What follows belongs to an exercise in optimizing a design on an open flow for small area, a short achievable clock period and few clock cycles per item; a production flow would make more cautious choices. In this exercise RTL edits were held to simulation tests only and were not proved equivalent to the original.

==> v34: inputs <==
Design blade_biquad, start of the top module:
module blade_biquad (
    input  wire        clk,
    input  wire        rst,
    input  wire        cmd_valid,
    output wire        cmd_ready,
    input  wire        cmd_clear,
    input  wire [31:0] cmd_x0,
    input  wire [31:0] cmd_x1,
    input  wire [31:0] cmd_b0,
    input  wire [31:0] cmd_b1,
    input  wire [31:0] cmd_b2,
    input  wire [31:0] cmd_a1,
    input  wire [31:0] cmd_a2,
    output reg         rsp_valid,
    output reg  [31:0] rsp_y0,
    output reg  [31:0] rsp_y1
);
    reg [12:1] f;
    reg [17:1] g;
    reg        clr_ok;
    wire fast_cond = (cmd_b1[30:0] == 31'd0) &&
                     (cmd_b2 == {~cmd_b0[31], cmd_b0[30:0]}) &&
                     (cmd_x0[30:23] != 8'hFF) && (cmd_x1[30:23] != 8'hFF);
    wire fast_busy = |f;
    wire gbusy     = |g;
    wire fast_slot = !(|f[5:1]) && !f[7] && !f[8] && !gbusy;
    wire start_f   = cmd_valid && !cmd_clear && fast_cond && fast_slot;
  ...
clock: 24.0 ns
lec_check: 0
abc_area: 1
cap_margin: 20
core_margin: 2
core_utilization: 40
place_density: 0.6
slew_margin: 20
run.sh (not shown) runs the stock make flow with config.mk's settings and CLKGATE_MAP_FILE= SYNTH_SCRIPT=/design/flow/synth_recipe.tcl, a recipe that flattens the netlist after the stock synthesis.
==> v15 (differences from v34) <==
--- a/flow/design.v
+++ b/flow/design.v
@@ -127,15 +127,11 @@
     wire [31:0] q = swap ? a : bb;
     wire        p_n = p[30:23] != 0;
     wire        q_n = q[30:23] != 0;
     assign      mp = {p_n, p[22:0]};
     wire [23:0] mq = {q_n, q[22:0]};
-    wire [7:0]  xa = (a[30:23] == 0) ? 8'd1 : a[30:23];
-    wire [7:0]  xb = (bb[30:23] == 0) ? 8'd1 : bb[30:23];
-    wire [7:0]  dab = xa - xb;
-    wire [7:0]  dba = xb - xa;
-    wire [7:0]  d  = swap ? dba : dab;
+    wire [7:0]  d  = p[30:23] - q[30:23] - {7'd0, q_n ^ p_n};
     assign      eff_sub = p[31] ^ q[31];
     assign xp = p_n ? p[30:23] : 8'd1;
     assign sp = p[31];
     reg [4:0]  ds;
     reg [50:0] qw;
@@ -155,67 +151,41 @@
     input  wire        nan,
     input  wire        inf,
     input  wire        is,
     output reg  [31:0] y
 );
-    wire [27:0] S = eff_sub ? ({1'b0, mp, 3'b000} - {1'b0, bl}) : ({1'b0, mp, 3'b000} + {1'b0, bl});
-    wire [7:0]  xm1 = xp - 8'd1;
-    wire [26:0] lim = (xm1 <= 8'd26) ? (27'h4000000 >> xm1[4:0]) : 27'd0;
-    wire [31:0] v   = {S[26:0] | lim, 5'b11111};
-    function [1:0] lzc2(input [1:0] x);
-        lzc2 = {x == 2'b00, x == 2'b01};
-    endfunction
-    function [2:0] lzc4(input [3:0] x);
-        reg [1:0] h, l;
-        begin
-            h = lzc2(x[3:2]);
-            l = lzc2(x[1:0]);
-            lzc4 = h[1] ? {l[1], 1'b1, l[0]} : {1'b0, h};
-        end
-    endfunction
-    function [3:0] lzc8(input [7:0] x);
-        reg [2:0] h, l;
-        begin
-            h = lzc4(x[7:4]);
-            l = lzc4(x[3:0]);
-            lzc8 = h[2] ? {l[2], 1'b1, l[1:0]} : {1'b0, h};
-        end
-    endfunction
-    function [4:0] lzc16(input [15:0] x);
-        reg [3:0] h, l;
-        begin
-            h = lzc8(x[15:8]);
-            l = lzc8(x[7:0]);
-            lzc16 = h[3] ? {l[3], 1'b1, l[2:0]} : {1'b0, h};
-        end
-    endfunction
-    function [5:0] lzc32(input [31:0] x);
-        reg [4:0] h, l;
+    function [4:0] lzc27(input [26:0] v);
+        integer i;
+        reg found;
         begin
-            h = lzc16(x[31:16]);
-            l = lzc16(x[15:0]);
-            lzc32 = h[4] ? {l[4], 1'b1, l[3:0]} : {1'b0, h};
+            lzc27 = 5'd27;
+            found = 1'b0;
+            for (i = 26; i >= 0; i = i - 1) begin
+                if (!found && v[i]) begin
+                    lzc27 = 5'd26 - i[4:0];
+                    found = 1'b1;
+                end
+            end
         end
     endfunction
-    wire [5:0]  lzv = lzc32(v);         
-    wire [4:0]  ls  = lzv[4:0];
-    wire [26:0] n16 = ls[4] ? {S[10:0], 16'd0} : S[26:0];
-    wire [26:0] n8  = ls[3] ? {n16[18:0], 8'd0} : n16;
-    wire [26:0] n4  = ls[2] ? {n8[22:0], 4'd0} : n8;
-    wire [26:0] n2  = ls[1] ? {n4[24:0], 2'd0} : n4;
-    wire [26:0] n1  = ls[0] ? {n2[25:0], 1'd0} : n2;
+    wire [27:0] S = eff_sub ? ({1'b0, mp, 3'b000} - {1'b0, bl}) : ({1'b0, mp, 3'b000} + {1'b0, bl});
     reg [26:0] N;
     reg [8:0]  e;
+    reg [4:0]  lz, ls;
+    reg [7:0]  xm1;
     reg [23:0] m;
     reg        rnd;
     reg [7:0]  ef;
     always @* begin
+        lz  = lzc27(S[26:0]);
+        xm1 = xp - 8'd1;
+        ls  = ({3'd0, lz} < xp) ? lz : xm1[4:0];
         if (S[27]) begin
             N = S[27:1] | {26'd0, S[0]};
             e = {1'b0, xp} + 9'd1;
         end else begin
-            N = n1;
+            N = S[26:0] << ls;
             e = {1'b0, xp} - {4'd0, ls};
         end
         m   = N[26:3];
         rnd = N[2] & (N[1] | N[0] | m[0]);
         ef  = m[23] ? e[7:0] : 8'd0;
@@ -262,78 +232,81 @@
     output reg         rsp_valid,
     output reg  [31:0] rsp_y0,
     output reg  [31:0] rsp_y1
 );
     reg [12:1] f;
-    reg [17:1] g;
+    reg [20:1] g;
     reg        clr_ok;
     wire fast_cond = (cmd_b1[30:0] == 31'd0) &&
                      (cmd_b2 == {~cmd_b0[31], cmd_b0[30:0]}) &&
                      (cmd_x0[30:23] != 8'hFF) && (cmd_x1[30:23] != 8'hFF);
     wire fast_busy = |f;
     wire gbusy     = |g;
     wire fast_slot = !(|f[5:1]) && !f[7] && !f[8] && !gbusy;
     wire start_f   = cmd_valid && !cmd_clear && fast_cond && fast_slot;
     wire start_g   = cmd_valid && !cmd_clear && !fast_cond && !fast_busy && !gbusy;
-    assign cmd_ready = f[3] || g[9] || clr_ok;
+    assign cmd_ready = f[3] || g[15] || clr_ok;
     wire clear_acc = clr_ok && cmd_valid;    
-    wire [11:0] fN = rst ? 12'd0 : {f[11:1], start_f};
-    wire [16:0] gN = rst ? 17'd0 : {g[16:1], start_g};
-    reg ld_x1, ld_b1, ld_b2, ld_y, hold_a, ld_a1, ld_a2;  
+    wire [12:0] fN = rst ? 13'd0 : {f[12:1], start_f};    
+    wire [20:0] gN = rst ? 21'd0 : {g[20:1], start_g};
+    reg ld_x1, ld_b1, ld_b2;                        
+    reg m_y0, m_y1, m_a1, m_a2;                     
     reg a_s1_0, a_s1_1, a_s2_0, a_s2_1, a_tb0;      
     reg b_tn, b_tz_0, b_tb0, b_tb1, a_sub;          
     reg lat_a, lat_z, lat_zb;                       
     reg tb0_pm, tb1_pm, tb_neg;                     
     reg [2:0] a_dst;                                
     reg       a_lane;                               
     localparam [2:0] D_NONE = 3'd0, D_Y0 = 3'd1, D_Y1 = 3'd2, D_S1_0 = 3'd3,
                      D_S1_1 = 3'd4, D_S2_0 = 3'd5, D_S2_1 = 3'd6, D_TB = 3'd7;
     always @(posedge clk) begin
-        ld_x1  <= fN[2] || gN[6] || gN[7] || gN[8];
-        ld_b1  <= gN[0] || gN[7];
-        ld_b2  <= gN[1] || gN[8];
-        ld_y   <= fN[3] || fN[6] || gN[3] || gN[10];
-        hold_a <= fN[4] || fN[7] || gN[4] || gN[11];
-        ld_a1  <= fN[3] || fN[6] || gN[3] || gN[10];
-        ld_a2  <= fN[4] || fN[7] || gN[4] || gN[11];
+        ld_x1  <= fN[2] || gN[8] || gN[11] || gN[14];
+        ld_b1  <= gN[2] || gN[11];
+        ld_b2  <= gN[5] || gN[14];
+        m_y0   <= fN[4] || fN[5] || gN[4] || gN[7];
+        m_y1   <= fN[7] || fN[8] || gN[13] || gN[16];
+        m_a1   <= fN[4] || fN[7] || gN[4] || gN[13];
+        m_a2   <= fN[5] || fN[8] || gN[7] || gN[16];
         a_s1_0 <= fN[2] || gN[2];
-        a_s1_1 <= fN[5] || gN[9];
+        a_s1_1 <= fN[5] || gN[11];
         a_s2_0 <= fN[6] || gN[8];
-        a_s2_1 <= fN[9] || gN[15];
-        a_tb0  <= fN[7] || gN[6] || gN[14];
+        a_s2_1 <= fN[9] || gN[17];
+        a_tb0  <= fN[7] || gN[6] || gN[9];
         b_tn   <= fN[6] || fN[9];
         b_tz_0 <= fN[6];
         b_tb0  <= gN[8];
-        b_tb1  <= gN[15];
-        a_sub  <= fN[7] || fN[10] || gN[6] || gN[7] || gN[13] || gN[14];
+        b_tb1  <= gN[17];
+        a_sub  <= fN[7] || fN[10] || gN[6] || gN[9] || gN[15] || gN[18];
         lat_a  <= fN[2] || gN[0];
         lat_z  <= fN[2];
         lat_zb <= fN[8];
-        tb0_pm <= fN[2] || gN[3] || gN[11];
-        tb1_pm <= fN[5] || gN[4] || gN[10];
+        tb0_pm <= fN[2] || gN[5] || gN[8];
+        tb1_pm <= fN[5] || gN[14] || gN[17];
         tb_neg <= fN[2] || fN[5];
         a_dst  <= (fN[2] || gN[2])   ? D_Y0   :
-                  (fN[5] || gN[9])   ? D_Y1   :
+                  (fN[5] || gN[11])  ? D_Y1   :
                   (fN[6] || gN[8])   ? D_S1_0 :
-                  (fN[7] || gN[7])   ? D_S2_0 :
-                  (fN[9] || gN[15])  ? D_S1_1 :
-                  (fN[10] || gN[14]) ? D_S2_1 :
-                  (gN[6] || gN[13])  ? D_TB   : D_NONE;
-        a_lane <= gN[13];
+                  (fN[7] || gN[9])  ? D_S2_0 :
+                  (fN[9] || gN[17]) ? D_S1_1 :
+                  (fN[10] || gN[18]) ? D_S2_1 :
+                  (gN[6] || gN[15])  ? D_TB   : D_NONE;
+        a_lane <= gN[15];
     end
     reg [31:0] areg, breg;           
     reg [31:0] a1r, a2r;             
     reg [31:0] pm;                   
     reg [31:0] tb0, tb1;             
     reg [31:0] s1_0, s1_1, s2_0, s2_1;
     reg        zA0, zA1, zB1;        
+    wire [31:0] mul_a = m_y0 ? rsp_y0 : m_y1 ? rsp_y1 : areg;
+    wire [31:0] mul_b = m_a1 ? a1r : m_a2 ? a2r : breg;
     wire [47:0] m_prod;
     wire [9:0]  m_e;
     wire [4:0]  m_lz;
     wire        m_sy;
     wire [1:0]  m_spec;
-    blade_fmul_s1 u_m1 (.a(areg), .b(breg), .prod(m_prod), .e(m_e), .lz(m_lz),
+    blade_fmul_s1 u_m1 (.a(mul_a), .b(mul_b), .prod(m_prod), .e(m_e), .lz(m_lz),
                         .sy(m_sy), .spec(m_spec));
     reg  [47:0] mr_prod;
     reg  [9:0]  mr_e;
     reg  [4:0]  mr_lz;
     reg         mr_sy;
@@ -381,13 +354,12 @@
         ar_zs   <= a_zs;
         ar_nan  <= a_nan;
         ar_inf  <= a_inf;
         ar_is   <= a_is;
         ar_lane <= a_lane;
-        if (!hold_a)
-            areg <= ld_y ? a_y : ld_x1 ? cmd_x1 : cmd_x0;
-        breg <= ld_a1 ? a1r : ld_a2 ? a2r : ld_b1 ? cmd_b1 : ld_b2 ? cmd_b2 : cmd_b0;
+        areg <= ld_x1 ? cmd_x1 : cmd_x0;
+        breg <= ld_b1 ? cmd_b1 : ld_b2 ? cmd_b2 : cmd_b0;
         if (lat_a) begin
             a1r <= cmd_a1;
             a2r <= cmd_a2;
         end
         if (lat_z) begin
@@ -405,11 +377,11 @@
         else if (ar_dst == D_TB && ar_lane)
             tb1 <= a_y;
         if (ar_dst == D_Y0) rsp_y0 <= a_y;
         if (ar_dst == D_Y1) rsp_y1 <= a_y;
         f <= fN[11:0];
-        g <= gN[16:0];
+        g <= gN[19:0];
         if (rst) begin
             clr_ok    <= 1'b0;
             rsp_valid <= 1'b0;
             ar_dst    <= D_NONE;
             s1_0      <= 32'd0;
@@ -418,11 +390,11 @@
             s2_1      <= 32'd0;
         end else begin
             ar_dst <= a_dst;
             clr_ok <= cmd_valid && cmd_clear && !clear_acc && !gbusy &&
                       !(|f[11:1]);
-            rsp_valid <= f[7] || g[11];
+            rsp_valid <= f[7] || g[15];
             if (clear_acc) begin
                 s1_0 <= 32'd0;
                 s1_1 <= 32'd0;
                 s2_0 <= 32'd0;
                 s2_1 <= 32'd0;
==> flow/config.mk (replaced) <==
export PLATFORM = sky130hd
export DESIGN_NAME = blade_biquad
export DESIGN_NICKNAME = blade_biquad
export VERILOG_FILES = /design/flow/design.v
export SDC_FILE = /design/flow/constraint.sdc
export NUM_CORES = 4
export LEC_CHECK = 0
export CAP_MARGIN = 20
export CORE_MARGIN = 2
export CORE_UTILIZATION = 40
export PLACE_DENSITY = 0.6
export SLEW_MARGIN = 20
==> comparison table <==
| metric | v15 | v34 |
|---|---|---|
| Crit path to | pm[23] | ar_bl[0] |
| Placed Area | 63,630 µm² | 65,310 µm² |
| Total via count in the routed design | 53,440 | 58,770 |
| Multi-In Gates | 5,301 | 6,227 |
| Antenna diode count | 2 | 3 |
| Core area | 145,600 µm² | 150,300 µm² |
| Number of placed instances, taps included | 8,932 | 10,700 |
| Run status | complete, no violations | complete, no violations |
| Met1 Usage GRT | 40.55% | 38.94% |
| Arrival @ worst endpoint | 11.95 ns | 9.61 ns |
| Number of sinks driven by the clock tree | 609 | 604 |
| Final Non-Filler Cells | 9,065 | 10,830 |
| CP peak stage delay | 0.71 ns | 1.03 ns |
Testbench counts of v34, summed over its fixed seeds: cycles 28,824, items 4,800.
Testbench counts of v15, summed over its fixed seeds: cycles 28,824, items 4,800.

==> what the ideal ports hide <==
The results above use ideal ports. As a check the final layouts listed here were re-extracted and re-timed, cells and wires unchanged. Step 1 sets driving cells, clkbuf_16 on the clock port and buf_2 on the other inputs (assumed; they add their load-dependent delay and slew). Step 2 moves the port delays by t, midway between the first and last clock arrival at a register: inputs arrive t later, outputs are due t later. That takes back most of the time a late clock gives input paths. Slacks: no drivers / after step 1 / after step 2; pairs: no drivers / after step 1.
| run | shift t [ns] | setup WS [ns] | hold slack, ns | slew at the worst register clock pin (ns) |
|---|---|---|---|---|
| v34 | 0.748 | 14.976 / 14.976 / 14.976 | 0.365 / 0.365 / 0.365 | 0.07 / 0.07 |
| v15 | 0.749 | 12.582 / 12.582 / 12.582 | 0.387 / 0.387 / 0.387 | 0.07 / 0.07 |
After both steps setup and hold are still met in every run listed.
